Source: an optimization exercise on an open RTL-to-GDS flow (aim: small area, a short achievable clock period and few clock cycles). Production flows keep margins and buffers that such runs may drop. In this exercise RTL edits were held to simulation tests only and were not proved equivalent to the original.

[flow/design.v]
module fp_unpack (
    input  wire [31:0]        x,
    output wire               s,
    output reg  signed [11:0] e,
    output reg  [23:0]        m,
    output wire               is_zero,
    output wire               is_inf,
    output wire               is_nan
);
    wire [7:0]  expf = x[30:23];
    wire [22:0] frac = x[22:0];
    assign s       = x[31];
    assign is_zero = (expf == 8'd0)   && (frac == 23'd0);
    assign is_inf  = (expf == 8'd255) && (frac == 23'd0);
    assign is_nan  = (expf == 8'd255) && (frac != 23'd0);
    reg [4:0] lz;
    integer i;
    always @* begin
        lz = 5'd0;
        for (i = 0; i <= 22; i = i + 1)
            if (frac[i]) lz = 5'd23 - i[4:0];
    end
    always @* begin
        if (expf == 8'd0) begin
            m = {1'b0, frac} << lz;
            e = -12'sd126 - $signed({7'd0, lz});
        end else begin
            m = {1'b1, frac};
            e = $signed({4'd0, expf}) - 12'sd127;
        end
    end
endmodule
module fp_round (
    input  wire               s,
    input  wire signed [11:0] e,
    input  wire [26:0]        m,
    input  wire               st,
    output reg  [31:0]        r
);
    wire signed [11:0] be = e + 12'sd127;
    wire signed [11:0] sh = 12'sd1 - be;    
    reg [26:0] ms;
    reg        lost;
    reg [7:0]  ef;
    reg        inc;
    reg [30:0] sum;
    always @* begin
        ms   = m;
        lost = 1'b0;
        ef   = be[7:0];
        if (be <= 0) begin
            ef = 8'd0;
            if (sh > 12'sd27) begin
                ms   = 27'd0;
                lost = 1'b1;
            end else begin
                ms   = m >> sh[4:0];
                lost = |(m & ~({27{1'b1}} << sh[4:0]));
            end
        end
        inc = ms[2] & (ms[3] | ms[1] | ms[0] | lost | st);
        sum = {ef, ms[25:3]} + {30'd0, inc};
        if (be >= 12'sd255)
            r = {s, 8'hFF, 23'd0};
        else
            r = {s, sum};
    end
endmodule
module fp_add (
    input  wire        clk,
    input  wire [31:0] a,
    input  wire [31:0] b,
    input  wire        sub,
    output reg  [31:0] r
);
    localparam [31:0] QNAN = 32'h7FC00000;
    wire        as = a[31];
    wire        bs = b[31] ^ sub;
    wire [7:0]  aef = a[30:23], bef = b[30:23];
    wire        an = (aef == 8'hFF) && (a[22:0] != 23'd0);
    wire        bn = (bef == 8'hFF) && (b[22:0] != 23'd0);
    wire        ai = (aef == 8'hFF) && (a[22:0] == 23'd0);
    wire        bi = (bef == 8'hFF) && (b[22:0] == 23'd0);
    wire        az = (a[30:0] == 31'd0);
    wire        bz = (b[30:0] == 31'd0);
    wire        swap = (b[30:0] > a[30:0]);
    wire [7:0]  ae = (aef == 8'd0) ? 8'd1 : aef;
    wire [7:0]  be = (bef == 8'd0) ? 8'd1 : bef;
    wire [23:0] am = {aef != 8'd0, a[22:0]};
    wire [23:0] bm = {bef != 8'd0, b[22:0]};
    wire [7:0]  dab = ae - be;
    wire [7:0]  dba = be - ae;
    wire        xs = swap ? bs : as;
    wire        ys = swap ? as : bs;
    wire [7:0]  xe = swap ? be : ae;
    wire [23:0] xm = swap ? bm : am;
    wire [23:0] ym = swap ? am : bm;
    wire [7:0]  d  = swap ? dba : dab;
    reg  [26:0] ysh;
    reg         ylost;
    always @* begin
        if (d > 8'd26) begin
            ysh   = 27'd0;
            ylost = (ym != 24'd0);
        end else begin
            ysh   = {ym, 3'b000} >> d[4:0];
            ylost = |({ym, 3'b000} & ~({27{1'b1}} << d[4:0]));
        end
        ysh[0] = ysh[0] | ylost;
    end
    wire [1:0] spc = (an || bn || (ai && bi && (as != bs))) ? 2'd1 :
                     (ai || bi) ? 2'd2 : 2'd0;
    wire       isg = ai ? as : bs;
    reg  [1:0]  s1_spc;
    reg         s1_is, s1_zs, s1_xs, s1_sub;
    reg  [7:0]  s1_xe;
    reg  [23:0] s1_xm;
    reg  [26:0] s1_ysh;
    always @(posedge clk) begin
        s1_spc <= spc;
        s1_is  <= isg;
        s1_zs  <= az & bz & as & bs;     
        s1_xs  <= xs;
        s1_sub <= xs ^ ys;
        s1_xe  <= xe;
        s1_xm  <= xm;
        s1_ysh <= ysh;
    end
    wire [27:0] sum = s1_sub ? ({1'b0, s1_xm, 3'b000} - {1'b0, s1_ysh})
                             : ({1'b0, s1_xm, 3'b000} + {1'b0, s1_ysh});
    reg  [1:0]  s2_spc;
    reg         s2_is, s2_zs, s2_xs;
    reg  [7:0]  s2_xe;
    reg  [27:0] s2_sum;
    always @(posedge clk) begin
        s2_spc <= s1_spc;
        s2_is  <= s1_is;
        s2_zs  <= s1_zs;
        s2_xs  <= s1_xs;
        s2_xe  <= s1_xe;
        s2_sum <= sum;
    end
    reg  [4:0]  lz;
    integer     i;
    always @* begin
        lz = 5'd27;
        for (i = 0; i <= 26; i = i + 1)
            if (s2_sum[i]) lz = 5'd26 - i[4:0];
    end
    wire [7:0]  lim = s2_xe - 8'd1;
    wire [4:0]  shl = ({3'b000, lz} > lim) ? lim[4:0] : lz;
    reg  [26:0] nm;
    reg  [8:0]  ne;
    always @* begin
        if (s2_sum[27]) begin
            nm = {s2_sum[27:2], s2_sum[1] | s2_sum[0]};
            ne = {1'b0, s2_xe} + 9'd1;
        end else begin
            nm = s2_sum[26:0] << shl;
            ne = {1'b0, s2_xe} - {4'd0, shl};
        end
    end
    reg  [1:0]  s3_spc;
    reg         s3_is, s3_zs, s3_xs, s3_zero;
    reg  [8:0]  s3_ne;
    reg  [26:0] s3_nm;
    always @(posedge clk) begin
        s3_spc  <= s2_spc;
        s3_is   <= s2_is;
        s3_zs   <= s2_zs;
        s3_xs   <= s2_xs;
        s3_zero <= (s2_sum == 28'd0);
        s3_ne   <= ne;
        s3_nm   <= nm;
    end
    wire        inc = s3_nm[2] & (s3_nm[3] | s3_nm[1] | s3_nm[0]);
    wire [7:0]  ef  = s3_nm[26] ? s3_ne[7:0] : 8'd0;
    wire [30:0] pk  = {ef, s3_nm[25:3]} + {30'd0, inc};
    wire        ovf = s3_nm[26] && (s3_ne >= 9'd255);
    always @(posedge clk) begin
        if (s3_spc == 2'd1)      r <= QNAN;
        else if (s3_spc == 2'd2) r <= {s3_is, 8'hFF, 23'd0};
        else if (s3_zero)        r <= {s3_zs, 31'd0};
        else if (ovf)            r <= {s3_xs, 8'hFF, 23'd0};
        else                     r <= {s3_xs, pk};
    end
endmodule
module fp_k4 (
    input  wire        clk,
    input  wire        rst,
    input  wire        start,
    input  wire [31:0] ta,
    output reg  [31:0] k4,
    output wire        done
);
    localparam [31:0] K_KELVIN = 32'h43889333;
    reg  [31:0] ta_k;
    reg  [3:0]  cnt;           
    wire [31:0] tk;
    fp_add u_tk (.clk(clk), .a(ta_k), .b(K_KELVIN), .sub(1'b0), .r(tk));
    reg  [31:0] k2;
    reg  [47:0] S, C, V;
    wire        ph2 = (cnt >= 4'd10);
    wire [31:0] x   = ph2 ? k2 : tk;
    wire [23:0] M   = {1'b1, x[22:0]};
    reg  [7:0]  byt;
    always @* begin
        case (cnt)
            4'd5, 4'd10: byt = M[23:16];
            4'd6, 4'd11: byt = M[15:8];
            default:     byt = M[7:0];
        endcase
    end
    wire        first = (cnt == 4'd5) || (cnt == 4'd10);
    reg  [47:0] rw [0:9];
    reg  [47:0] t0, t1, t2, t3, t4, t5, u0, u1, u2, u3, v0, v1, w0, w1;
    reg  [47:0] Sn, Cn;
    integer     j;
    always @* begin
        for (j = 0; j < 8; j = j + 1)
            rw[j] = byt[j] ? ({24'd0, M} << j) : 48'd0;
        rw[8] = first ? 48'd0 : {S[39:0], 8'd0};
        rw[9] = first ? 48'd0 : {C[39:0], 8'd0};
        t0 = rw[0] ^ rw[1] ^ rw[2];  t1 = ((rw[0] & rw[1]) | (rw[0] & rw[2]) | (rw[1] & rw[2])) << 1;
        t2 = rw[3] ^ rw[4] ^ rw[5];  t3 = ((rw[3] & rw[4]) | (rw[3] & rw[5]) | (rw[4] & rw[5])) << 1;
        t4 = rw[6] ^ rw[7] ^ rw[8];  t5 = ((rw[6] & rw[7]) | (rw[6] & rw[8]) | (rw[7] & rw[8])) << 1;
        u0 = t0 ^ t1 ^ t2;  u1 = ((t0 & t1) | (t0 & t2) | (t1 & t2)) << 1;
        u2 = t3 ^ t4 ^ t5;  u3 = ((t3 & t4) | (t3 & t5) | (t4 & t5)) << 1;
        v0 = u0 ^ u1 ^ u2;  v1 = ((u0 & u1) | (u0 & u2) | (u1 & u2)) << 1;
        w0 = v0 ^ v1 ^ u3;  w1 = ((v0 & v1) | (v0 & u3) | (v1 & u3)) << 1;
        Sn = w0 ^ w1 ^ rw[9];  Cn = ((w0 & w1) | (w0 & rw[9]) | (w1 & rw[9])) << 1;
    end
    wire        xn = (x[30:23] == 8'hFF) && (x[22:0] != 23'd0);
    wire        xi = (x[30:0] == 31'h7F800000);
    wire        xz = (x[30:23] == 8'd0);
    wire [23:0] pm = V[47] ? V[47:24] : V[46:23];
    wire        pg = V[47] ? V[23] : V[22];
    wire        ps = V[47] ? (V[22:0] != 23'd0) : (V[21:0] != 22'd0);
    wire signed [10:0] pe = $signed({2'b00, x[30:23], 1'b0}) - 11'sd127 + $signed({10'd0, V[47]});
    wire        pinc = pg & (ps | pm[0]);
    wire [30:0] ppk  = {pe[7:0], pm[22:0]} + {30'd0, pinc};
    reg  [31:0] sq;
    always @* begin
        if (xn)                  sq = 32'h7FC00000;
        else if (xi)             sq = 32'h7F800000;
        else if (xz)             sq = 32'h00000000;
        else if (pe >= 11'sd255) sq = 32'h7F800000;
        else if (pe <= 11'sd0)   sq = 32'h00000000;
        else                     sq = {1'b0, ppk};
    end
    always @* k4 = sq;
    assign done = (cnt == 4'd14);
    always @(posedge clk) begin
        if (rst) begin
            cnt <= 4'd0;
        end else if (start && cnt == 4'd0) begin
            ta_k <= ta;
            cnt  <= 4'd1;
        end else if (cnt != 4'd0) begin
            cnt <= (cnt == 4'd14) ? 4'd0 : cnt + 4'd1;
            if ((cnt >= 4'd5 && cnt <= 4'd7) || (cnt >= 4'd10 && cnt <= 4'd12)) begin
                S <= Sn;
                C <= Cn;
            end
            if (cnt == 4'd8 || cnt == 4'd13) V <= S + C;
            if (cnt == 4'd9) k2 <= sq;
        end
    end
endmodule
module fp_mul100 (
    input  wire        clk,
    input  wire [31:0] w,
    output reg  [31:0] v
);
    wire [23:0] m  = {1'b1, w[22:0]};
    wire [28:0] p  = {1'b0, m, 4'd0} + {2'b00, m, 3'd0} + {5'd0, m};
    wire        wn = (w[30:23] == 8'hFF) && (w[22:0] != 23'd0);
    wire        wi = (w[30:0] == 31'h7F800000);
    wire        wz = (w[30:23] == 8'd0);
    reg  [28:0] s1_p;
    reg  [7:0]  s1_f;
    reg         s1_s;
    reg  [1:0]  s1_c;    
    always @(posedge clk) begin
        s1_p <= p;
        s1_f <= w[30:23];
        s1_s <= w[31];
        s1_c <= wn ? 2'd1 : wi ? 2'd2 : wz ? 2'd3 : 2'd0;
    end
    wire [23:0] nm  = s1_p[28] ? s1_p[28:5] : s1_p[27:4];
    wire        g   = s1_p[28] ? s1_p[4] : s1_p[3];
    wire        st  = s1_p[28] ? (s1_p[3:0] != 4'd0) : (s1_p[2:0] != 3'd0);
    wire [9:0]  ef  = {2'b00, s1_f} + (s1_p[28] ? 10'd7 : 10'd6);
    wire        inc = g & (st | nm[0]);
    wire [30:0] pk  = {ef[7:0], nm[22:0]} + {30'd0, inc};
    always @(posedge clk) begin
        case (s1_c)
            2'd1:    v <= 32'h7FC00000;
            2'd2:    v <= {s1_s, 8'hFF, 23'd0};
            2'd3:    v <= {s1_s, 31'd0};
            default: v <= (ef >= 10'd255) ? {s1_s, 8'hFF, 23'd0} : {s1_s, pk};
        endcase
    end
endmodule
module fp_div (
    input  wire        clk,
    input  wire [31:0] a,
    input  wire [31:0] b,
    output reg  [31:0] r
);
    localparam [31:0] QNAN = 32'h7FC00000;
    localparam [1:0]  C_NUM = 2'd0, C_NAN = 2'd1, C_INF = 2'd2, C_ZERO = 2'd3;
    function [24:0] dstep(input [23:0] rem, input [23:0] d);
        reg [24:0] t;
        begin
            t = {rem, 1'b0} - {1'b0, d};
            dstep = t[24] ? {1'b0, rem[22:0], 1'b0} : {1'b1, t[23:0]};
        end
    endfunction
    wire               as, bs;
    wire signed [11:0] ae, be;
    wire [23:0]        am, bm;
    wire               az, ai, an, bz, bi, bn;
    fp_unpack ua (.x(a), .s(as), .e(ae), .m(am), .is_zero(az), .is_inf(ai), .is_nan(an));
    fp_unpack ub (.x(b), .s(bs), .e(be), .m(bm), .is_zero(bz), .is_inf(bi), .is_nan(bn));
    reg  [22:0]        p0_ma, p0_mb;
    reg  signed [11:0] p0_e;
    reg                p0_s;
    reg  [1:0]         p0_c;
    always @(posedge clk) begin
        p0_ma <= am[22:0];
        p0_mb <= bm[22:0];
        p0_e  <= ae - be;
        p0_s  <= as ^ bs;
        p0_c  <= (an || bn || (az && bz) || (ai && bi)) ? C_NAN :
                 (ai || bz) ? C_INF : (az || bi) ? C_ZERO : C_NUM;
    end
    wire [23:0] ma = {1'b1, p0_ma};
    wire [23:0] mb = {1'b1, p0_mb};
    wire [24:0] t0 = {1'b0, ma} - {1'b0, mb};
    wire        ge = ~t0[24];
    wire [23:0] rem0 = ge ? t0[23:0] : ({ma, 1'b0} - {1'b0, mb});
    wire [24:0] st1 = dstep(rem0, mb);
    reg  [23:0]        dr_rem [0:12];
    reg  [22:0]        dr_d   [0:12];
    reg  [23:0]        dr_q   [0:12];
    reg  signed [11:0] dr_e   [0:12];
    reg                dr_s   [0:12];
    reg  [1:0]         dr_c   [0:12];
    always @(posedge clk) begin
        dr_rem[0] <= st1[23:0];
        dr_d[0]   <= p0_mb;
        dr_q[0]   <= {23'd0, st1[24]};
        dr_e[0]   <= ge ? p0_e : p0_e - 12'sd1;
        dr_s[0]   <= p0_s;
        dr_c[0]   <= p0_c;
    end
    genvar k;
    generate
        for (k = 1; k <= 11; k = k + 1) begin : g_d
            wire [23:0] dd = {1'b1, dr_d[k-1]};
            wire [24:0] sa = dstep(dr_rem[k-1], dd);
            wire [24:0] sb = dstep(sa[23:0], dd);
            always @(posedge clk) begin
                dr_rem[k] <= sb[23:0];
                dr_d[k]   <= dr_d[k-1];
                dr_q[k]   <= {dr_q[k-1][21:0], sa[24], sb[24]};
                dr_e[k]   <= dr_e[k-1];
                dr_s[k]   <= dr_s[k-1];
                dr_c[k]   <= dr_c[k-1];
            end
        end
    endgenerate
    wire [23:0] dd12 = {1'b1, dr_d[11]};
    wire [24:0] s24  = dstep(dr_rem[11], dd12);
    reg         d12_st;
    always @(posedge clk) begin
        dr_rem[12] <= 24'd0;
        dr_d[12]   <= 23'd0;
        dr_q[12]   <= {dr_q[11][22:0], s24[24]};
        d12_st     <= (s24[23:0] != 24'd0);
        dr_e[12]   <= dr_e[11];
        dr_s[12]   <= dr_s[11];
        dr_c[12]   <= dr_c[11];
    end
    wire [31:0] rr;
    fp_round rnd (.s(dr_s[12]), .e(dr_e[12]), .m({1'b1, dr_q[12], 2'b00}),
                  .st(d12_st), .r(rr));
    always @(posedge clk) begin
        case (dr_c[12])
            C_NAN:   r <= QNAN;
            C_INF:   r <= {dr_s[12], 8'hFF, 23'd0};
            C_ZERO:  r <= {dr_s[12], 31'd0};
            default: r <= rr;
        endcase
    end
endmodule
module fp_sqrt #(parameter NORM = 1) (
    input  wire        clk,
    input  wire [31:0] a,
    output reg  [31:0] r
);
    localparam [31:0] QNAN = 32'h7FC00000;
    localparam [1:0]  C_NUM = 2'd0, C_NAN = 2'd1, C_ZERO = 2'd2, C_INF = 2'd3;
    wire               us;
    wire signed [11:0] ue;
    wire [23:0]        um;
    wire               uz, ui, un;
    generate
        if (NORM) begin : g_norm
            fp_unpack ua (.x(a), .s(us), .e(ue), .m(um), .is_zero(uz), .is_inf(ui), .is_nan(un));
        end else begin : g_raw
            assign us = a[31];
            assign ue = $signed({4'd0, a[30:23]}) - 12'sd127;
            assign um = {1'b1, a[22:0]};
            assign uz = (a[30:0] == 31'd0);
            assign ui = (a[30:0] == 31'h7F800000);
            assign un = (a[30:23] == 8'hFF) && (a[22:0] != 23'd0);
        end
    endgenerate
    wire [1:0] uc = (un || (us && !uz)) ? C_NAN : uz ? C_ZERO : ui ? C_INF : C_NUM;
    wire               x_s;
    wire signed [11:0] x_e;
    wire [22:0]        x_m;
    wire [1:0]         x_c;
    generate
        if (NORM) begin : g_r0
            reg               q0_s;
            reg signed [11:0] q0_e;
            reg [22:0]        q0_m;
            reg [1:0]         q0_c;
            always @(posedge clk) begin
                q0_s <= us; q0_e <= ue; q0_m <= um[22:0]; q0_c <= uc;
            end
            assign x_s = q0_s; assign x_e = q0_e; assign x_m = q0_m; assign x_c = q0_c;
        end else begin : g_w0
            assign x_s = us; assign x_e = ue; assign x_m = um[22:0]; assign x_c = uc;
        end
    endgenerate
    wire [25:0] x_R  = x_e[0] ? {1'b1, x_m, 2'b00} : {2'b01, x_m, 1'b0};
    wire [7:0]  x_ef = x_e[8:1] + 8'd127;    
    reg [26:0] sr_rem  [0:11];
    reg [24:0] sr_root [0:11];
    reg [25:0] sr_R    [0:11];
    reg [7:0]  sr_ef   [0:11];
    reg        sr_s    [0:11];
    reg [1:0]  sr_c    [0:11];
    function [52:0] sstep(input [26:0] rem, input [24:0] root, input [1:0] pr, input integer j);
        reg [27:0] rs, tr, df;
        reg [27:0] mk;
        reg        g;
        begin
            mk = (28'd1 << (j + 2)) - 28'd1;
            rs = ({rem, pr}) & mk;
            tr = ({root, 2'b01}) & mk;
            df = rs - tr;
            g  = (rs >= tr);
            rs = g ? df : rs;
            mk = (28'd1 << (j + 1)) - 28'd1;
            rs = rs & mk;
            sstep = {g, rs[26:0], root[23:0], g};
        end
    endfunction
    function [1:0] pairof(input [25:0] R, input integer j);
        begin
            if (j <= 13) pairof = R[27 - 2*j -: 2];
            else         pairof = 2'b00;
        end
    endfunction
    wire [52:0] z2 = sstep({25'd0, x_R[25:24] - 2'd1}, 25'd1, x_R[23:22], 2);
    wire [52:0] z3 = sstep(z2[51:25], z2[24:0], x_R[21:20], 3);
    always @(posedge clk) begin
        sr_rem[0]  <= z3[51:25];
        sr_root[0] <= z3[24:0];
        sr_R[0]    <= x_R;
        sr_ef[0]   <= x_ef;
        sr_s[0]    <= x_s;
        sr_c[0]    <= x_c;
    end
    genvar n;
    generate
        for (n = 1; n <= 11; n = n + 1) begin : g_s
            wire [52:0] za = sstep(sr_rem[n-1], sr_root[n-1], pairof(sr_R[n-1], 2*n+2), 2*n+2);
            wire [52:0] zb = sstep(za[51:25], za[24:0], pairof(sr_R[n-1], 2*n+3), 2*n+3);
            always @(posedge clk) begin
                sr_rem[n]  <= (n == 11) ? 27'd0 : zb[51:25];
                sr_root[n] <= zb[24:0];
                sr_R[n]    <= (2*n+3 >= 13) ? 26'd0 : (sr_R[n-1] & ((26'd1 << (26 - 2*(2*n+3))) - 26'd1));
                sr_ef[n]   <= sr_ef[n-1];
                sr_s[n]    <= sr_s[n-1];
                sr_c[n]    <= sr_c[n-1];
            end
        end
    endgenerate
    wire [24:0] Q  = sr_root[11];
    wire [30:0] pk = {sr_ef[11], Q[23:1]} + {30'd0, Q[0]};
    always @(posedge clk) begin
        case (sr_c[11])
            C_NAN:   r <= QNAN;
            C_ZERO:  r <= {sr_s[11], 31'd0};
            C_INF:   r <= 32'h7F800000;
            default: r <= {1'b0, pk};
        endcase
    end
endmodule
module fp_enc (
    input  wire [31:0] v,
    output reg  [15:0] k,
    output reg         clamped
);
    wire               s   = v[31];
    wire [7:0]         ef  = v[30:23];
    wire               nan = (ef == 8'hFF) && (v[22:0] != 23'd0);
    wire               inf = (ef == 8'hFF) && (v[22:0] == 23'd0);
    wire signed [9:0]  e   = $signed({2'b00, ef}) - 10'sd127;
    wire [23:0]        m   = {1'b1, v[22:0]};
    wire [9:0]  shr  = 10'sd22 - e;
    wire [23:0] half = m >> shr[4:0];           
    wire [17:0] h1   = {1'b0, half[16:0]} + 18'd1;
    wire [16:0] mag  = h1[17:1];
    always @* begin
        if (nan) begin
            k = 16'd0;     clamped = 1'b1;
        end else if (inf) begin
            k = s ? 16'd0 : 16'hFFFF;  clamped = 1'b1;
        end else if (ef == 8'd0 || e < -10'sd1) begin
            k = 16'd0;     clamped = 1'b0;
        end else if (e > 10'sd15) begin
            k = s ? 16'd0 : 16'hFFFF;  clamped = 1'b1;
        end else if (s) begin
            k = 16'd0;     clamped = (mag != 17'd0);
        end else if (mag[16]) begin
            k = 16'hFFFF;  clamped = 1'b1;
        end else begin
            k = mag[15:0]; clamped = 1'b0;
        end
    end
endmodule
module pix_tobj (
    input  wire        clk,
    input  wire        rst,
    input  wire        in_valid,
    output wire        in_ready,
    input  wire [31:0] ta,
    input  wire [31:0] vir,
    input  wire [31:0] alpha,
    output reg         out_valid,
    output wire [31:0] out_to,
    output reg  [15:0] out_enc,
    output reg         out_clamped
);
    localparam [31:0] K_KELVIN = 32'h43889333;    
    localparam integer L_DIV = 15, L_ADD = 4, L_SQ1 = 14, L_SQ2 = 13, L_M100 = 2;
    localparam integer L_TOT = L_DIV + L_ADD + L_SQ1 + L_SQ2 + L_ADD + L_ADD + L_M100 + 1;
    localparam integer L_TO  = L_ADD + L_M100 + 1;    
    localparam [4:0]   SW_MIN = 5'd16;                 
    reg         rdy;
    reg         in_v, in_new;
    reg  [31:0] ta_r, vir_r, al_r;
    reg  [31:0] lt_ta;
    reg         lt_valid;
    reg         cur;
    reg  [4:0]  since_sw;
    reg  [31:0] slot0, slot1;
    reg         ktgt;
    assign in_ready = rdy;
    wire accept    = in_valid && rdy;
    wire newta     = !lt_valid || (ta != lt_ta);
    wire can_start = (since_sw >= SW_MIN);
    wire kstart    = in_v && in_new && can_start;
    wire adv       = in_v && (!in_new || can_start);
    wire [31:0] k4_val;
    wire        k4_done;
    fp_k4 u_k4 (.clk(clk), .rst(rst), .start(kstart), .ta(ta_r), .k4(k4_val), .done(k4_done));
    always @(posedge clk) begin
        if (rst) begin
            rdy      <= 1'b1;
            in_v     <= 1'b0;
            lt_valid <= 1'b0;
            since_sw <= 5'd31;
            cur      <= 1'b0;
            ktgt     <= 1'b0;
        end else begin
            if (kstart) begin
                cur      <= ~cur;
                ktgt     <= ~cur;
                since_sw <= 5'd0;
            end else if (since_sw != 5'd31)
                since_sw <= since_sw + 5'd1;
            if (accept) begin
                in_v     <= 1'b1;
                in_new   <= newta;
                ta_r     <= ta;
                vir_r    <= vir;
                al_r     <= alpha;
                lt_ta    <= ta;
                lt_valid <= 1'b1;
                rdy      <= !newta;
            end else begin
                if (adv) in_v <= 1'b0;
                rdy <= !(in_v && in_new && !can_start);
            end
        end
    end
    always @(posedge clk)
        if (k4_done) begin
            if (ktgt) slot1 <= k4_val;
            else      slot0 <= k4_val;
        end
    reg [L_TOT-1:0] vch;
    reg [L_DIV-1:0] tch;
    always @(posedge clk) begin
        if (rst) vch <= {L_TOT{1'b0}};
        else     vch <= {vch[L_TOT-2:0], adv};
        tch <= {tch[L_DIV-2:0], kstart ? ~cur : cur};
    end
    wire [31:0] y, r, s1, s2, to, w, v;
    fp_div  u_div (.clk(clk), .a(vir_r), .b(al_r), .r(y));
    wire [31:0] k4 = tch[L_DIV-1] ? slot1 : slot0;
    fp_add  u_r   (.clk(clk), .a(y), .b(k4), .sub(1'b0), .r(r));
    fp_sqrt #(.NORM(1)) u_s1 (.clk(clk), .a(r),  .r(s1));
    fp_sqrt #(.NORM(0)) u_s2 (.clk(clk), .a(s1), .r(s2));
    fp_add  u_to  (.clk(clk), .a(s2), .b(K_KELVIN), .sub(1'b1), .r(to));
    fp_add  u_w   (.clk(clk), .a(to), .b(K_KELVIN), .sub(1'b0), .r(w));
    fp_mul100 u_v (.clk(clk), .w(w), .v(v));
    wire [15:0] enc_k;
    wire        enc_c;
    fp_enc u_enc (.v(v), .k(enc_k), .clamped(enc_c));
    reg [31:0] toch [0:L_TO-1];
    integer i;
    always @(posedge clk) begin
        toch[0] <= to;
        for (i = 1; i < L_TO; i = i + 1) toch[i] <= toch[i-1];
        out_enc     <= enc_k;
        out_clamped <= enc_c;
    end
    assign out_to = toch[L_TO-1];
    always @* out_valid = vch[L_TOT-1];
endmodule
[flow/run.sh]
#!/bin/bash
# synth_recipe.tcl (not shown) runs the flow's synth.tcl, then flattens the netlist and writes it again
# the make line also repeats each setting of config.mk as NAME=value (left out here)
make -C /OpenROAD-flow-scripts/flow DESIGN_CONFIG=/design/flow/config.mk WORK_HOME=/design/flow/orfs CLKGATE_MAP_FILE= SYNTH_SCRIPT=/design/flow/synth_recipe.tcl finish
[flow/constraint.sdc]
create_clock -name core_clock -period 20.0 [get_ports {clk}]
set_input_delay 4.0000 -clock core_clock [delete_from_list [all_inputs] [get_ports {clk}]]
set_output_delay 4.0000 -clock core_clock [all_outputs]
set_load 0.01 [all_outputs]
[flow/config.mk]
export PLATFORM = sky130hd
export DESIGN_NAME = pix_tobj
export DESIGN_NICKNAME = pix_tobj
export VERILOG_FILES = /design/flow/design.v
export SDC_FILE = /design/flow/constraint.sdc
export NUM_CORES = 4
export LEC_CHECK = 0
export ABC_AREA = 1
export CAP_MARGIN = 20
export CORE_MARGIN = 2
export CORE_UTILIZATION = 40
export PLACE_DENSITY = 0.6
export SLEW_MARGIN = 20
==> summary.md, run 1 <==
The clock passes through at most 4 buffers.

Clock-pin slew was measured on the worst setup and hold paths at 0.06 ns. The final number of max-transition violations is 0, and the remaining antenna violation count after routing is 0. The tools report the largest net degree at the start of global routing as 77. At the pin with the least slew margin, the transition time is 1.11 ns. The share of layout cells above drive strength 1 came out at 0.0489.

Category of the worst setup path capture point: a register. For this run the aggregate overflow at the end of global routing stands at 0. The via count of the first global-routing pass came out at 152000. The library cell contributing the largest single delay on the critical path is nand2_1.

The number of vias per cell works out to 4.95. The effective utilization at floorplan is 0.402, and the largest stage delay on the critical path is 0.72 ns. TritonCTS built the clock tree. The netlist uses 107 different library cells. Primary flip-flop cell chosen by synthesis mapping: dfxtp_1. Number of failing hold endpoints at the final stage: 0. Synthesis inferred 3564 register bits.

By area the synthesized netlist is led by dfxtp_1, ha_1, nand2_1. Final worst-path cycle share: 0.382. Timing would allow up to 131 MHz. The HPWL after detailed placement is 370000 um. The critical path in this run is classified as reg2reg. Max-cap violations in this run came to 0. The critical path data required time is 20.86 ns. The design area was 215000 um^2. Setup violations remaining at the end of the flow were counted as 0. The most common cell in the synthesized netlist is nand2_1.

Setup repair after global routing left no endpoint under its margin. Area of the core: 482000 um^2. The library cell appearing most often on the critical path was nand2_1. The async set or reset register ratio after synthesis works out to 0.

Input and output buffers added on the ports amount to 149. Wire length after detailed routing: 471000 um.

The tools report the number of ports placed on the die boundary as 150. The flow ran to the end and the layout has no timing, DRC or antenna violations. The die is 700 um wide. The first detailed-routing pass ran for 9 iterations. Counting cells, the worst reg-to-reg path comes to 43. The worst min-delay path startpoint is toch[4][3]$_DFF_P_. For the final routed database, the setup TNS stands at 0 ns.

The run gives 0.253 as the remaining max-slew budget at the tightest pin. The library cell occupying the most area in the post-synthesis netlist is dfxtp_1. In this run the clock root is driven by a clkbuf_16. The post-placement cell area was 202000 um^2; the number of buffers added by the clock tree synthesis step was 383. The worst hold path was traced through 0 stages.

Data arrives at the worst endpoint at 8.51 ns. In this run the number of H-tree levels came out at 5. In this run the vertical extent of the chip is 700 um.

The logs give 4 for the number of antenna violations at the first check in global routing and 0.0898 ns for the setup clock skew after layout. The global-route usage over all layers was 0.187. The routed via count is 157000, and the die area is 490000 um^2. After clock tree synthesis, the setup repair step added 0 buffers. Routability-driven placement finished with a final weighted congestion of 0.915. In this run the critical register-to-register path is captured at u_s2.sr_rem[9][5]$_DFF_P_.

The number of warnings printed during yosys synthesis is 36. The commonest cells after synthesis are nand2_1, inv_1, dfxtp_1. STA classifies the critical path startpoint as a register. The synthesized netlist occupies a cell area of 194000 um^2. After detailed routing, the number of remaining DRC violations is 0. The number of enable-type register cells in the synthesized netlist came out at 360.

The worst hold path terminates at toch[5][3]$_DFF_P_. The run gives 12.36 ns as the register-to-register setup slack. The minimum clock period after layout was 7.64 ns; the wire length per cell after detailed routing was 14.9 um. Beginning of the worst register-to-register path: u_s2.sr_root[8][0]$_DFF_P_. The worst min-delay path category is reg2reg. Once the clock tree was built, the resizer swapped 0 gates to a different size. The mean cell area of the mapped netlist is 7.82 um^2, and the hold buffer count at CTS is 0. CTS saw 3564 sinks. The first routing iteration left 9583 violations. The later pin in the worst-skew pair is clocked with a latency of 1.02 ns. Synthesis produced a netlist whose cell count is 24800. The wire length of the first global-routing pass was 773000 um; the sequential share of the synthesized area was 0.387. In this run the worst path has a maximum fanout of 34. The number of standard-cell rows in the floorplan was 255; the number of nets at the end of the flow was 26800. From synthesis to final layout, the design area changed by 11.0%. Area share of the largest cell type after synthesis: 0.331.
[worst max path at each step]
stage / start / to / slack, ns
finish: u_s2.sr_root[8][0]$_DFF_P_ / u_s2.sr_rem[9][5]$_DFF_P_ / 12.36
global route: u_s2.sr_root[8][0]$_DFF_P_ / u_s2.sr_rem[9][7]$_DFF_P_ / 11.34
CTS: u_s2.sr_root[8][0]$_DFF_P_ / u_s2.sr_rem[9][3]$_DFF_P_ / 12.32
detailed placement: u_s2.sr_root[8][0]$_DFF_P_ / u_s2.sr_rem[9][4]$_DFF_P_ / 12.41
global placement: u_s2.sr_root[8][0]$_DFF_P_ / u_s2.sr_rem[9][4]$_DFF_P_ / 12.42
floorplan: rst / u_k4.C[10]$_DFFE_PP_ / 8.19
[placed cells by master, fill, tap and decap left out, types with 124 or more instances in the layout]
cell type | Yosys | layout
o21ai_0 | 2037 | 2031
xnor2_1 | 543 | 543
xor2_1 | 819 | 819
nand3_1 | 1258 | 1258
edfxtp_1 | 360 | 360
nor2_1 | 1581 | 1574
nor4_1 | 128 | 125
o21bai_1 | 137 | 137
inv_1 | 3319 | 3319
o21ai_1 | 225 | 230
nor3_1 | 218 | 216
fa_1 | 239 | 239
buf_4 | 21 | 124
ha_1 | 1660 | 1660
clkdlybuf4s50_1 | 0 | 148
nand4_1 | 197 | 197
dfxtp_1 | 3204 | 3203
nand2_1 | 5197 | 5196
a21oi_1 | 1683 | 1682
clkbuf_16 | 0 | 391
[stage by stage]
step                cells  hold slack (ns)  utilization  setup slack [ns]
floorplan           24800            0.310            -              8.19
global placement    30900            0.310        0.418             12.42
detailed placement  30900            0.312        0.418             12.41
CTS                 31600            0.252        0.446             12.32
global route        31600            0.262        0.446             11.34
finish              31600            0.257        0.446             12.36
[routing by layer]
layer / wire, um / part of all wire / global-route usage
met5: 0 / 0 / 0
met4: 13500 / 0.029 / 0.0533
met3: 19600 / 0.042 / 0.0213
met2: 226000 / 0.48 / 0.333
met1: 213000 / 0.45 / 0.239
[cell families (layout without fill, tap and decap cells)]
logic type                 count (synthesis)  in the layout  synth area share
muxes                                     84             84           0.00437
DFF                                     3564           3564             0.387
adders and majority gates               1899           1899             0.132
buffers and inverters                   4012           4377            0.0800
other                                      1              8         0.0000193
xor gates and xnor gates                1368           1368            0.0620
and+or+nand+nor                         8954           8954             0.194
AOI/OAI and AO/OA                       4920           4920             0.141
[layout make-up]
cell class,count,area (um^2)
Fill cell,48100,267000
Multi-Input combinational cell,17200,104000
Clock buffer,489,10600
Antenna cell,2,5.00
Sequential cell,3564,75000
Tap cell,6425,8040
Timing Repair Buffer,275,2460
Clock inverter,221,2910
Inverter,3392,12700
[flip-flops by register name, indices dropped and copies added, names as in the netlist, 42 cells and up]
name          count
u_div.dr_rem    288
u_div.dr_d      276
toch            224
u_div.dr_q      168
u_div.dr_e      156
u_s1.sr_root    156
u_s2.sr_root    156
u_s1.sr_rem     149
u_s2.sr_rem     149
u_s1.sr_ef       96
u_s2.sr_ef       96
vch              57
u_s1.sr_R        55
u_s2.sr_R        55
u_k4.S           48
u_k4.V           48
u_k4.C           42
[worst max-delay path, delay by kind of cell (launching register included)]
kind | cells | cell delay, ns
flops | 1 | 0.30
simple gates | 20 | 2.90
fa+ha+maj | 3 | 1.07
compound gates | 16 | 2.65
buf+inv | 4 | 0.60
Testbench counts, summed over its fixed seeds: cycles 2,536.
==> run 2: changes to the inputs <==
--- a/flow/design.v
+++ b/flow/design.v
@@ -130,14 +130,2 @@
                              : ({1'b0, s1_xm, 3'b000} + {1'b0, s1_ysh});
-    reg  [1:0]  s2_spc;
-    reg         s2_is, s2_zs, s2_xs;
-    reg  [7:0]  s2_xe;
-    reg  [27:0] s2_sum;
-    always @(posedge clk) begin
-        s2_spc <= s1_spc;
-        s2_is  <= s1_is;
-        s2_zs  <= s1_zs;
-        s2_xs  <= s1_xs;
-        s2_xe  <= s1_xe;
-        s2_sum <= sum;
-    end
     reg  [4:0]  lz;
@@ -147,6 +135,21 @@
         for (i = 0; i <= 26; i = i + 1)
-            if (s2_sum[i]) lz = 5'd26 - i[4:0];
+            if (sum[i]) lz = 5'd26 - i[4:0];
     end
-    wire [7:0]  lim = s2_xe - 8'd1;
+    wire [7:0]  lim = s1_xe - 8'd1;
     wire [4:0]  shl = ({3'b000, lz} > lim) ? lim[4:0] : lz;
+    reg  [1:0]  s2_spc;
+    reg         s2_is, s2_zs, s2_xs, s2_zero;
+    reg  [7:0]  s2_xe;
+    reg  [4:0]  s2_shl;
+    reg  [27:0] s2_sum;
+    always @(posedge clk) begin
+        s2_spc  <= s1_spc;
+        s2_is   <= s1_is;
+        s2_zs   <= s1_zs;
+        s2_xs   <= s1_xs;
+        s2_xe   <= s1_xe;
+        s2_shl  <= shl;
+        s2_zero <= (sum == 28'd0);
+        s2_sum  <= sum;
+    end
     reg  [26:0] nm;
@@ -158,29 +161,16 @@
         end else begin
-            nm = s2_sum[26:0] << shl;
-            ne = {1'b0, s2_xe} - {4'd0, shl};
+            nm = s2_sum[26:0] << s2_shl;
+            ne = {1'b0, s2_xe} - {4'd0, s2_shl};
         end
     end
-    reg  [1:0]  s3_spc;
-    reg         s3_is, s3_zs, s3_xs, s3_zero;
-    reg  [8:0]  s3_ne;
-    reg  [26:0] s3_nm;
-    always @(posedge clk) begin
-        s3_spc  <= s2_spc;
-        s3_is   <= s2_is;
-        s3_zs   <= s2_zs;
-        s3_xs   <= s2_xs;
-        s3_zero <= (s2_sum == 28'd0);
-        s3_ne   <= ne;
-        s3_nm   <= nm;
-    end
-    wire        inc = s3_nm[2] & (s3_nm[3] | s3_nm[1] | s3_nm[0]);
-    wire [7:0]  ef  = s3_nm[26] ? s3_ne[7:0] : 8'd0;
-    wire [30:0] pk  = {ef, s3_nm[25:3]} + {30'd0, inc};
-    wire        ovf = s3_nm[26] && (s3_ne >= 9'd255);
-    always @(posedge clk) begin
-        if (s3_spc == 2'd1)      r <= QNAN;
-        else if (s3_spc == 2'd2) r <= {s3_is, 8'hFF, 23'd0};
-        else if (s3_zero)        r <= {s3_zs, 31'd0};
-        else if (ovf)            r <= {s3_xs, 8'hFF, 23'd0};
-        else                     r <= {s3_xs, pk};
+    wire        inc = nm[2] & (nm[3] | nm[1] | nm[0]);
+    wire [7:0]  ef  = nm[26] ? ne[7:0] : 8'd0;
+    wire [30:0] pk  = {ef, nm[25:3]} + {30'd0, inc};
+    wire        ovf = nm[26] && (ne >= 9'd255);
+    always @(posedge clk) begin
+        if (s2_spc == 2'd1)      r <= QNAN;
+        else if (s2_spc == 2'd2) r <= {s2_is, 8'hFF, 23'd0};
+        else if (s2_zero)        r <= {s2_zs, 31'd0};
+        else if (ovf)            r <= {s2_xs, 8'hFF, 23'd0};
+        else                     r <= {s2_xs, pk};
     end
@@ -202,3 +192,3 @@
     reg  [47:0] S, C, V;
-    wire        ph2 = (cnt >= 4'd10);
+    wire        ph2 = (cnt >= 4'd9);
     wire [31:0] x   = ph2 ? k2 : tk;
@@ -208,4 +198,4 @@
         case (cnt)
-            4'd5, 4'd10: byt = M[23:16];
-            4'd6, 4'd11: byt = M[15:8];
+            4'd4, 4'd9:  byt = M[23:16];
+            4'd5, 4'd10: byt = M[15:8];
             default:     byt = M[7:0];
@@ -213,3 +203,3 @@
     end
-    wire        first = (cnt == 4'd5) || (cnt == 4'd10);
+    wire        first = (cnt == 4'd4) || (cnt == 4'd9);
     reg  [47:0] rw [0:9];
@@ -251,3 +241,3 @@
     always @* k4 = sq;
-    assign done = (cnt == 4'd14);
+    assign done = (cnt == 4'd13);
     always @(posedge clk) begin
@@ -259,4 +249,4 @@
         end else if (cnt != 4'd0) begin
-            cnt <= (cnt == 4'd14) ? 4'd0 : cnt + 4'd1;
-            if ((cnt >= 4'd5 && cnt <= 4'd7) || (cnt >= 4'd10 && cnt <= 4'd12)) begin
+            cnt <= (cnt == 4'd13) ? 4'd0 : cnt + 4'd1;
+            if ((cnt >= 4'd4 && cnt <= 4'd6) || (cnt >= 4'd9 && cnt <= 4'd11)) begin
                 S <= Sn;
@@ -264,4 +254,4 @@
             end
-            if (cnt == 4'd8 || cnt == 4'd13) V <= S + C;
-            if (cnt == 4'd9) k2 <= sq;
+            if (cnt == 4'd7 || cnt == 4'd12) V <= S + C;
+            if (cnt == 4'd8) k2 <= sq;
         end
@@ -325,20 +315,6 @@
     fp_unpack ub (.x(b), .s(bs), .e(be), .m(bm), .is_zero(bz), .is_inf(bi), .is_nan(bn));
-    reg  [22:0]        p0_ma, p0_mb;
-    reg  signed [11:0] p0_e;
-    reg                p0_s;
-    reg  [1:0]         p0_c;
-    always @(posedge clk) begin
-        p0_ma <= am[22:0];
-        p0_mb <= bm[22:0];
-        p0_e  <= ae - be;
-        p0_s  <= as ^ bs;
-        p0_c  <= (an || bn || (az && bz) || (ai && bi)) ? C_NAN :
-                 (ai || bz) ? C_INF : (az || bi) ? C_ZERO : C_NUM;
-    end
-    wire [23:0] ma = {1'b1, p0_ma};
-    wire [23:0] mb = {1'b1, p0_mb};
-    wire [24:0] t0 = {1'b0, ma} - {1'b0, mb};
-    wire        ge = ~t0[24];
-    wire [23:0] rem0 = ge ? t0[23:0] : ({ma, 1'b0} - {1'b0, mb});
-    wire [24:0] st1 = dstep(rem0, mb);
+    wire [24:0] t0   = {1'b0, am} - {1'b0, bm};
+    wire        ge   = ~t0[24];
+    wire [24:0] t0b  = {am, 1'b0} - {1'b0, bm};
+    wire [23:0] rem0 = ge ? t0[23:0] : t0b[23:0];
     reg  [23:0]        dr_rem [0:12];
@@ -350,8 +326,9 @@
     always @(posedge clk) begin
-        dr_rem[0] <= st1[23:0];
-        dr_d[0]   <= p0_mb;
-        dr_q[0]   <= {23'd0, st1[24]};
-        dr_e[0]   <= ge ? p0_e : p0_e - 12'sd1;
-        dr_s[0]   <= p0_s;
-        dr_c[0]   <= p0_c;
+        dr_rem[0] <= rem0;
+        dr_d[0]   <= bm[22:0];
+        dr_q[0]   <= 24'd0;
+        dr_e[0]   <= ge ? ae - be : ae - be - 12'sd1;
+        dr_s[0]   <= as ^ bs;
+        dr_c[0]   <= (an || bn || (az && bz) || (ai && bi)) ? C_NAN :
+                     (ai || bz) ? C_INF : (az || bi) ? C_ZERO : C_NUM;
     end
@@ -359,3 +336,3 @@
     generate
-        for (k = 1; k <= 11; k = k + 1) begin : g_d
+        for (k = 1; k <= 12; k = k + 1) begin : g_d
             wire [23:0] dd = {1'b1, dr_d[k-1]};
@@ -365,3 +342,3 @@
                 dr_rem[k] <= sb[23:0];
-                dr_d[k]   <= dr_d[k-1];
+                dr_d[k]   <= (k == 12) ? 23'd0 : dr_d[k-1];
                 dr_q[k]   <= {dr_q[k-1][21:0], sa[24], sb[24]};
@@ -373,14 +350,3 @@
     endgenerate
-    wire [23:0] dd12 = {1'b1, dr_d[11]};
-    wire [24:0] s24  = dstep(dr_rem[11], dd12);
-    reg         d12_st;
-    always @(posedge clk) begin
-        dr_rem[12] <= 24'd0;
-        dr_d[12]   <= 23'd0;
-        dr_q[12]   <= {dr_q[11][22:0], s24[24]};
-        d12_st     <= (s24[23:0] != 24'd0);
-        dr_e[12]   <= dr_e[11];
-        dr_s[12]   <= dr_s[11];
-        dr_c[12]   <= dr_c[11];
-    end
+    wire d12_st = (dr_rem[12] != 24'd0);
     wire [31:0] rr;
@@ -441,8 +407,8 @@
     wire [7:0]  x_ef = x_e[8:1] + 8'd127;    
-    reg [26:0] sr_rem  [0:11];
-    reg [24:0] sr_root [0:11];
-    reg [25:0] sr_R    [0:11];
-    reg [7:0]  sr_ef   [0:11];
-    reg        sr_s    [0:11];
-    reg [1:0]  sr_c    [0:11];
+    reg [26:0] sr_rem  [0:9];
+    reg [24:0] sr_root [0:9];
+    reg [25:0] sr_R    [0:9];
+    reg [7:0]  sr_ef   [0:9];
+    reg        sr_s    [0:9];
+    reg [1:0]  sr_c    [0:9];
     function [52:0] sstep(input [26:0] rem, input [24:0] root, input [1:0] pr, input integer j);
@@ -474,3 +440,3 @@
         sr_root[0] <= z3[24:0];
-        sr_R[0]    <= x_R;
+        sr_R[0]    <= x_R & 26'h00FFFFF;
         sr_ef[0]   <= x_ef;
@@ -481,9 +447,23 @@
     generate
-        for (n = 1; n <= 11; n = n + 1) begin : g_s
-            wire [52:0] za = sstep(sr_rem[n-1], sr_root[n-1], pairof(sr_R[n-1], 2*n+2), 2*n+2);
-            wire [52:0] zb = sstep(za[51:25], za[24:0], pairof(sr_R[n-1], 2*n+3), 2*n+3);
+        for (n = 1; n <= 9; n = n + 1) begin : g_s
+            localparam integer F  = (n <= 3) ? 3*n + 1 : 13 + 2*(n-4);
+            localparam integer NS = (n <= 3) ? 3 : 2;
+            localparam integer LS = F + NS - 1;            
+            reg [26:0] rm;
+            reg [24:0] rt;
+            reg [52:0] z;
+            integer    jj;
+            always @* begin
+                rm = sr_rem[n-1];
+                rt = sr_root[n-1];
+                for (jj = 0; jj < NS; jj = jj + 1) begin
+                    z  = sstep(rm, rt, pairof(sr_R[n-1], F + jj), F + jj);
+                    rm = z[51:25];
+                    rt = z[24:0];
+                end
+            end
             always @(posedge clk) begin
-                sr_rem[n]  <= (n == 11) ? 27'd0 : zb[51:25];
-                sr_root[n] <= zb[24:0];
-                sr_R[n]    <= (2*n+3 >= 13) ? 26'd0 : (sr_R[n-1] & ((26'd1 << (26 - 2*(2*n+3))) - 26'd1));
+                sr_rem[n]  <= rm;
+                sr_root[n] <= rt;
+                sr_R[n]    <= (LS >= 13) ? 26'd0 : (sr_R[n-1] & ((26'd1 << (26 - 2*LS)) - 26'd1));
                 sr_ef[n]   <= sr_ef[n-1];
@@ -494,8 +474,10 @@
     endgenerate
-    wire [24:0] Q  = sr_root[11];
-    wire [30:0] pk = {sr_ef[11], Q[23:1]} + {30'd0, Q[0]};
+    wire [26:0] rs25 = {sr_rem[9][24:0], 2'b00};
+    wire [26:0] tr25 = {sr_root[9][23:0], 2'b01};
+    wire [24:0] Q    = {sr_root[9][23:0], rs25 >= tr25};
+    wire [30:0] pk   = {sr_ef[9], Q[23:1]} + {30'd0, Q[0]};
     always @(posedge clk) begin
-        case (sr_c[11])
+        case (sr_c[9])
             C_NAN:   r <= QNAN;
-            C_ZERO:  r <= {sr_s[11], 31'd0};
+            C_ZERO:  r <= {sr_s[9], 31'd0};
             C_INF:   r <= 32'h7F800000;
@@ -552,3 +534,3 @@
     localparam [31:0] K_KELVIN = 32'h43889333;    
-    localparam integer L_DIV = 15, L_ADD = 4, L_SQ1 = 14, L_SQ2 = 13, L_M100 = 2;
+    localparam integer L_DIV = 14, L_ADD = 3, L_SQ1 = 12, L_SQ2 = 11, L_M100 = 2;
     localparam integer L_TOT = L_DIV + L_ADD + L_SQ1 + L_SQ2 + L_ADD + L_ADD + L_M100 + 1;
@@ -592,5 +574,2 @@
                 in_new   <= newta;
-                ta_r     <= ta;
-                vir_r    <= vir;
-                al_r     <= alpha;
                 lt_ta    <= ta;
@@ -605,2 +584,8 @@
     always @(posedge clk)
+        if (rdy) begin
+            ta_r  <= ta;
+            vir_r <= vir;
+            al_r  <= alpha;
+        end
+    always @(posedge clk)
         if (k4_done) begin
--- a/flow/config.mk
+++ b/flow/config.mk
@@ -8,2 +8,3 @@
 export ABC_AREA = 1
+export ABC_CLOCK_PERIOD_IN_PS = 5000
 export CAP_MARGIN = 20
==> run 2 against run 1 <==
Compared with the run above:
- still clean
- core utilization is 0.21 points lower
- cell area is 2.0% lower
- flip-flop and latch count is 317 lower
- register-to-register slack better by 0.05 ns
- clock-buffer cell count is 2 higher
- synthesized area is 1.5% lower
- routed wire length is 1.3% higher
- non-clock buffer count is 3 lower
- critical path depth is 2 higher
- synthesized cell count is 1.5% higher
==> summary.md, run 2 <==
The run finished with no timing, DRC or antenna violations. The worst min-delay path category is reg2reg. The number of failing hold endpoints at the final stage is 0. The clock tree synthesis step divided the H-tree into 5 levels.

Multi-input gate area in the final layout: 106000 um^2. Entering global routing, the biggest net connects 111 pins. Total iterations of the first detailed-routing run: 6.

At the pin with the least slew margin, the transition time is 1.14 ns. The floorplan has 253 rows. The logs give 31900 for the count of placed standard cells in the final layout, fillers left out and 25200 for the post-synthesis cell count. The number of buffers added by the clock tree synthesis step was 358; the share of layout cells above drive strength 1 was 0.0474.

At the worst endpoint, the required time is 20.83 ns. The minimum clock period after layout was 7.60 ns. Static timing analysis puts the maximum clock frequency at 132 MHz. The die is 695 um wide. Summing over every cut layer, the via total after detailed routing is 159000. The design area was 211000 um^2.

The count of distinct cell types in the synthesized netlist is 102. Global-route layer with the greatest usage: met2. The congestion estimate from routability-driven global placement came to 0.917. TritonCTS built the clock tree.

In the synthesized netlist, the cells that appear most often are nand2_1, inv_1, dfxtp_1. Input and output buffers added on the ports amount to 149. In this run the post-CTS setup repair buffer count came out at 0.

Among all stages on the critical path, the largest delay is contributed by buf_4. For the via count of the first global-routing pass, the log shows 154000. During I/O placement, the number of pins put on the boundary was 150. The count of endpoints failing setup in the final report was 0. The largest registers in the layout are u_div.dr_rem (312), u_div.dr_d (276), toch (192). Leaving out fill and tap cells, the most frequent cells in the layout are nand2_1, inv_1, dfxtp_1. On the critical path the largest part of the delay comes from compound AO/OA/AOI/OAI gates. The tools report the clock network latency to the later pin of the worst-skew pair as 1.00 ns.

The mean cell area of the mapped netlist is 7.58 um^2, and the async set or reset register ratio after synthesis is 0. The area share of the largest cell type after synthesis was 0.299. The flip-flop count of the largest register, all copies and words added was 312. Including well taps, the total number of placed cells is 31200. The number of buffers and inverters on the critical path was 3; the wire length per cell after detailed routing was 15.0 um.

Most flop-heavy register: u_div.dr_rem. For this run, design rule violations remaining after detail routing come to 0. The number of design-rule violations left by the first detailed-router iteration is 10000. The number of nets at the end of the flow came out at 27200. In this design, the critical path's most frequently occurring cell is nand2_1. The logs give 199000 um^2 for the post-placement cell area and 8.43 ns for the signal arrival time at the worst endpoint.

Once detail routing completed, the nets flagged for antenna violations numbered 0. The library cell with the highest instance count after synthesis is nand2_1. The largest stage delay on the critical path is 0.42 ns, and the met2 usage in global routing is 0.338. From synthesis to final layout, the design area changed by 10.6%. Fill cells in the final layout number 47700.

The clock root buffer master was clkbuf_16. The run gives 0 ns as the post-route setup TNS. The final number of max-transition violations came out at 0.

The remaining max-slew budget at the tightest pin is 0.235. The number of enable-type register cells in the synthesized netlist is 392, and the hold buffer count at CTS is 0. The count of max-cap constraint violations was 0. The category of the worst setup path capture point is a register. Leaving out fill and tap cells, the most frequent cell in the layout is nand2_1.

The critical path launch point type was a register. The final worst-path cycle share works out to 0.380. The synthesized netlist occupies a cell area of 191000 um^2.

In the post-synthesis netlist, the biggest area contributors are dfxtp_1, ha_1, nand2_1. The number of gates resized after cts came out at 0. The sequential cells in the finished layout cover a total of 68900 um^2.

The met1 global-route usage is 0.247. Synthesis inferred 3247 register bits. The number of antenna violations at the first check in global routing came out at 15.

The primary flip-flop cell chosen by synthesis mapping is dfxtp_1. Using the TritonRoute via totals, the vias-per-cell ratio works out to 4.99. The final layout contains routed wiring with a total length of 478000 um.

The run gives 0 as the leftover overflow at the end of global routing. For the wire length of the first global-routing pass, the log shows 780000 um. Once detailed placement completed, the half-perimeter wirelength came to 376000 um. In this run the vertical extent of the chip is 695 um. Clock-pin slew was measured on the worst setup and hold paths at 0.06 ns. The floorplan step defined a die boundary enclosing 483000 um^2. The clock passes through at most 4 buffers. For this design, the sink count on the clock tree is 3247. The sequential share of the synthesized area was 0.361. The number of warnings printed during yosys synthesis is 36. The worst setup path is of the reg2reg kind. Between clock sinks in the finished design, the worst skew comes to 0.0784 ns.

Setup repair after global routing left no endpoint under its margin. The area of the core is 475000 um^2. The global-route usage over all layers was 0.193.

The library cell occupying the most area in the post-synthesis netlist is dfxtp_1. The effective utilization at floorplan was 0.402. Of all nets on the critical path, the largest fanout is 47. The met3 layer usage reported by global route is 0.0213.
## run 2: cells by family after synthesis
| group | Yosys count | synth area share |
|---|---|---|
| AO/OA/AOI/OAI | 5354 | 0.155 |
| XOR/XNOR | 1379 | 0.0636 |
| adder cells (fa/ha/maj) | 1901 | 0.134 |
| buffers and inverters | 4180 | 0.0847 |
| flip-flops | 3247 | 0.361 |
| multiplexers | 90 | 0.00482 |
| other | 1 | 0.0000196 |
| AND/OR/NAND/NOR | 9032 | 0.197 |
## run 2: metal layers
layer | vias up | wire [um]
met5 | - | 13
met4 | 2 | 15900
met3 | 885 | 21100
met2 | 3336 | 224000
met1 | 72100 | 216000
li1 | 82600 | -
## run 2: final timing paths
kind | cells after the start | from | to | slack (ns)
worst max-delay path | 45 | u_div.dr_d[0][3]$_DFF_P_ | u_div.dr_rem[1][1]$_DFF_P_ | 12.40
worst min-delay path | 0 | u_s2.sr_ef[7][4]$_DFF_P_ | u_s2.sr_ef[8][4]$_DFF_P_ | 0.25
worst max register to register | 45 | u_div.dr_d[0][3]$_DFF_P_ | u_div.dr_rem[1][1]$_DFF_P_ | 12.40
worst min register to register | 0 | u_s2.sr_ef[7][4]$_DFF_P_ | u_s2.sr_ef[8][4]$_DFF_P_ | 0.25
## run 2: worst reg2reg max path: cells and delay by family, from the launching register on
kind,cells,cell delay [ns]
compound gates,15,3.33
flops,1,0.39
buf+inv,3,0.89
simple gates,25,2.19
fa+ha+maj,2,0.72
## run 2: layout make-up
type / instances / share of cell area
diodes: 3 / 0.0000356
clock buffers: 491 / 0.0491
clock inverters: 164 / 0.0102
inverters: 3542 / 0.0631
multi-input cells: 17800 / 0.502
flip-flops and latches: 3247 / 0.327
well taps: 6375 / 0.0378
repair buffers: 272 / 0.0114
## run 2: through the flow
stage	hold slack, ns	setup WS [ns]	utilization
3_3_place_gp	0.310	12.35	0.418
4_1_cts	0.230	12.29	0.444
3_5_place_dp	0.312	12.32	0.418
5_1_grt	0.245	11.54	0.444
2_1_floorplan	0.310	10.79	-
6_report	0.247	12.40	0.444
Testbench counts of run 2, summed over its fixed seeds: cycles 2,472.
==> run 3: changes to the inputs <==
--- a/flow/design.v
+++ b/flow/design.v
@@ -195,11 +195,14 @@
     wire [23:0] M   = {1'b1, x[22:0]};
-    reg  [7:0]  byt;
-    always @* begin
-        case (cnt)
-            4'd4, 4'd9:  byt = M[23:16];
-            4'd5, 4'd10: byt = M[15:8];
-            default:     byt = M[7:0];
-        endcase
+    wire [3:0]  cnx   = (start && cnt == 4'd0) ? 4'd1 :
+                        (cnt == 4'd0 || cnt == 4'd13) ? 4'd0 : cnt + 4'd1;
+    reg         first, iter;
+    reg  [2:0]  bsel;
+    always @(posedge clk) begin
+        first <= (cnx == 4'd4) || (cnx == 4'd9);
+        iter  <= (cnx >= 4'd4 && cnx <= 4'd6) || (cnx >= 4'd9 && cnx <= 4'd11);
+        bsel  <= {(cnx == 4'd4) || (cnx == 4'd9), (cnx == 4'd5) || (cnx == 4'd10),
+                  (cnx == 4'd6) || (cnx == 4'd11)};
     end
-    wire        first = (cnt == 4'd4) || (cnt == 4'd9);
+    wire [7:0]  byt = ({8{bsel[2]}} & M[23:16]) | ({8{bsel[1]}} & M[15:8]) |
+                      ({8{bsel[0]}} & M[7:0]);
     reg  [47:0] rw [0:9];
@@ -250,3 +253,3 @@
             cnt <= (cnt == 4'd13) ? 4'd0 : cnt + 4'd1;
-            if ((cnt >= 4'd4 && cnt <= 4'd6) || (cnt >= 4'd9 && cnt <= 4'd11)) begin
+            if (iter) begin
                 S <= Sn;
@@ -322,3 +325,3 @@
     reg  [23:0]        dr_q   [0:12];
-    reg  signed [11:0] dr_e   [0:12];
+    reg  signed [9:0]  dr_e   [0:12];
     reg                dr_s   [0:12];
@@ -329,3 +332,3 @@
         dr_q[0]   <= 24'd0;
-        dr_e[0]   <= ge ? ae - be : ae - be - 12'sd1;
+        dr_e[0]   <= ge ? ae[9:0] - be[9:0] : ae[9:0] - be[9:0] - 10'sd1;
         dr_s[0]   <= as ^ bs;
@@ -352,3 +355,3 @@
     wire [31:0] rr;
-    fp_round rnd (.s(dr_s[12]), .e(dr_e[12]), .m({1'b1, dr_q[12], 2'b00}),
+    fp_round rnd (.s(dr_s[12]), .e({{2{dr_e[12][9]}}, dr_e[12]}), .m({1'b1, dr_q[12], 2'b00}),
                   .st(d12_st), .r(rr));
@@ -387,20 +390,6 @@
     wire [1:0] uc = (un || (us && !uz)) ? C_NAN : uz ? C_ZERO : ui ? C_INF : C_NUM;
-    wire               x_s;
-    wire signed [11:0] x_e;
-    wire [22:0]        x_m;
-    wire [1:0]         x_c;
-    generate
-        if (NORM) begin : g_r0
-            reg               q0_s;
-            reg signed [11:0] q0_e;
-            reg [22:0]        q0_m;
-            reg [1:0]         q0_c;
-            always @(posedge clk) begin
-                q0_s <= us; q0_e <= ue; q0_m <= um[22:0]; q0_c <= uc;
-            end
-            assign x_s = q0_s; assign x_e = q0_e; assign x_m = q0_m; assign x_c = q0_c;
-        end else begin : g_w0
-            assign x_s = us; assign x_e = ue; assign x_m = um[22:0]; assign x_c = uc;
-        end
-    endgenerate
+    wire               x_s = us;
+    wire signed [11:0] x_e = ue;
+    wire [22:0]        x_m = um[22:0];
+    wire [1:0]         x_c = uc;
     wire [25:0] x_R  = x_e[0] ? {1'b1, x_m, 2'b00} : {2'b01, x_m, 1'b0};
@@ -534,3 +523,3 @@
     localparam [31:0] K_KELVIN = 32'h43889333;    
-    localparam integer L_DIV = 14, L_ADD = 3, L_SQ1 = 12, L_SQ2 = 11, L_M100 = 2;
+    localparam integer L_DIV = 14, L_ADD = 3, L_SQ1 = 11, L_SQ2 = 11, L_M100 = 2;
     localparam integer L_TOT = L_DIV + L_ADD + L_SQ1 + L_SQ2 + L_ADD + L_ADD + L_M100 + 1;
==> run 3 against run 2 <==
Compared with the run above:
- worst setup slack got worse by 0.82 ns
- routed wire length fell by 4.2%
- first-iteration DRC count fell by 9.4%
- critical path type unchanged
- die area decreased by 2.6%
==> summary.md, run 3 <==
The flow ran to the end and the layout has no timing, DRC or antenna violations. The depth of the most critical reg-to-reg path was 46. The async set or reset register ratio after synthesis is 0, and the largest stage delay on the critical path is 0.50 ns.

The transition time at the pin with the least slew margin works out to 1.01 ns. The effective utilization at floorplan is 0.401. The number of antenna violations at the first check in global routing came out at 6. The clock network latency to the later pin of the worst-skew pair is 0.97 ns, and the maximum clock path buffer count is 4. The die span in y works out to 686 um.

The final worst-path cycle share is 0.421. The path class of the tightest hold or removal check is reg2reg.

The library cell contributing the largest single delay on the critical path is clkinv_1. Counting flops with a built-in enable in the synthesized netlist gives 392. The tools report the leftover overflow at the end of global routing as 0. The number of failing hold endpoints at the final stage is 0. The register with the most flip-flops in the layout has 312 of them.

After clock tree synthesis, the clock-pin slew on the worst setup and hold paths is 0.06 ns. Library cell occupying the most area in the post-synthesis netlist: dfxtp_1. In the layout the commonest cells are nand2_1, inv_1, dfxtp_1. In this run the count of I/O pins placed on the die edge is 150. The tools report the number of nets at the end of the flow as 26500.

Derived from the worst setup path, the maximum achievable clock frequency is 119 MHz. The TritonCTS sink count is 3189, and the multi-input gate area in the final layout is 102000 um^2. For this design, the CTS-stage hold fixing added 0 buffers.

The share of layout cells above drive strength 1 is 0.0383, and the post-placement cell area is 194000 um^2. Ranked by total cell area, the synthesized netlist is headed by dfxtp_1, ha_1, nand2_1. The run gives 0 as the DRC violations left. Worst min-delay path startpoint: u_s1.sr_R[0][8]$_DFF_P_. Setup violations remaining at the end of the flow were counted as 0. The floorplan has 250 rows.

The congestion estimate from routability-driven global placement came to 0.912. The first detailed-routing pass ran for 6 iterations. Design area: 206000 um^2. Among all flip-flop cells after synthesis, the most frequent one is dfxtp_1.

In this run the critical register-to-register path is captured at u_s1.sr_rem[8][9]$_DFF_P_. In the final layout, the registers with the most flip-flops are u_div.dr_rem (312), u_div.dr_d (276), toch (192). Counting stages on the worst path, the most repeated cell is nand2_1. In this run the post-CTS setup repair buffer count came out at 0. By count the netlist is led by nand2_1, inv_1, dfxtp_1. The worst register-to-register path has a setup slack of 11.59 ns. Yosys printed 36 warnings. The wire length per cell after detailed routing came out at 14.8 um.

The layout filler cell count is 46400. The number of design-rule violations left by the first detailed-router iteration was 9075; the area share of the largest cell type after synthesis was 0.301. In the post-synthesis netlist, the cell with the most instances is nand2_1. Counting the buffers created by CTS gives 355. Post-CTS repair changed the size of 0 cells. Count of input and output buffers: 149.

TritonCTS built the clock tree. The start-to-end type of the worst setup path was reg2reg. For the remaining antenna violation count after routing, the log shows 0.

The area of the core was 463000 um^2; the wire length of the first global-routing pass was 746000 um. The tools report the remaining max-slew budget at the tightest pin as 0.326. Setup repair after global routing left no endpoint under its margin. The tools report the critical path launch point type as a register.

The logs give 0 ns for the post-route setup TNS and 5 for the count of H-tree levels built during CTS. A synthesized cell averages 7.59 um^2. Summed over all layers, the routed wires come to 457000 um.

The x dimension of the die was 686 um.
-- run 3: cell types whose count changed after synthesis, sizes merged, moves of 25 or more --
| cell | delta |
|---|---|
| nand4 | -54 |
| nand3 | +44 |
| a21oi | -88 |
| nor2 | -179 |
| inv | +78 |
| dfxtp | -58 |
| buf | -79 |
| o21ai | +36 |
| nand2 | -416 |
| xnor2 | -30 |
| nor3 | +25 |
| clkbuf | +60 |
| o21bai | +41 |
-- run 3: critical path, delay by kind of cell (launching register included) --
family | cells | cell delay, ns
DFF | 1 | 0.33
AOI/OAI and AO/OA | 21 | 4.07
buffers and inverters | 7 | 1.36
adders and majority gates | 2 | 0.63
and+or+nand+nor | 16 | 1.93
-- run 3: routing by layer --
layer | up-vias | part of all wire | track usage
li1 | 80200 | - | -
met4 | 0 | 0.032 | 0.0596
met2 | 2822 | 0.47 | 0.329
met1 | 69200 | 0.46 | 0.244
met5 | - | 0 | 0
met3 | 844 | 0.040 | 0.0204
-- run 3: per-stage QoR --
stage	setup slack, ns	hold WS (ns)	util	instances
after detailed placement	11.45	0.312	0.418	30300
after floorplan	11.32	0.310	-	24500
after CTS	11.42	0.281	0.444	31000
final	11.59	0.297	0.444	31000
after global placement	11.30	0.310	0.418	30300
after global routing	10.33	0.290	0.444	31000
-- run 3: how the worst max path moves through the flow --
stage,startpoint,end,slack (ns),depth (start not counted)
final,u_s1.sr_root[7][2]$_DFF_P_,u_s1.sr_rem[8][9]$_DFF_P_,11.59,46
after CTS,u_s1.sr_root[7][2]$_DFF_P_,u_s1.sr_rem[8][9]$_DFF_P_,11.42,46
after floorplan,rst,u_k4.C[10]$_DFFE_PP_,11.32,4
after global routing,u_s1.sr_root[7][2]$_DFF_P_,u_s1.sr_rem[8][20]$_DFF_P_,10.33,46
after detailed placement,u_s1.sr_root[7][2]$_DFF_P_,u_s1.sr_rem[8][9]$_DFF_P_,11.45,46
after global placement,u_s1.sr_root[7][2]$_DFF_P_,u_s1.sr_rem[8][14]$_DFF_P_,11.30,46
-- run 3: kinds of logic (layout without fill, tap and decap cells) --
family          count (synthesis)  count (layout)  synth area share
compound gates               5279            5279             0.155
xor+xnor                     1350            1350            0.0638
fa+ha+maj                    1903            1903             0.138
buf+inv                      4259            4545            0.0868
flops                        3189            3189             0.365
mux                            95              95           0.00521
other cells                     1               8         0.0000202
simple gates                 8416            8416             0.187
-- run 3: layout make-up --
cell class              instances  share of cell area
flip-flops and latches       3189               0.329
multi-input cells           17000               0.496
diodes                          2           0.0000243
well taps                    6174              0.0376
inverters                    3640              0.0664
clock buffers                 468              0.0483
repair buffers                257              0.0112
clock inverters               180              0.0110
Testbench counts of run 3, summed over its fixed seeds: cycles 2,464.

==> port drivers added, routing unchanged <==
In the flow no input, the clock included, has a driving cell. The finished layouts below were timed again as built, in two steps.
Step 1 sets driving cells, clkbuf_16 on the clock port and buf_2 on the other inputs (assumed; they add their load-dependent delay and slew).
Step 2 times the ports against the registers' clock, not the clock port: input delays grow and output delays shrink by t, the midpoint of the rising clock arrivals with the driver on.
a / b / c = no drivers / after step 1 / after step 2; a / b = the first two.
| run | t (ns) | slack for setup (ns) | worst hold slack (ns) | clock arrival spread, ns |
|---|---|---|---|---|
| run 1 | 1.091 | 12.356 / 12.356 / 12.356 | 0.257 / 0.257 / 0.257 | 0.090 / 0.090 |
| run 2 | 1.083 | 12.404 / 12.404 / 12.404 | 0.247 / 0.247 / 0.247 | 0.100 / 0.100 |
| run 3 | 1.067 | 11.585 / 11.585 / 11.585 | 0.297 / 0.297 / 0.297 | 0.062 / 0.063 |
After both steps every run listed still meets setup and hold.
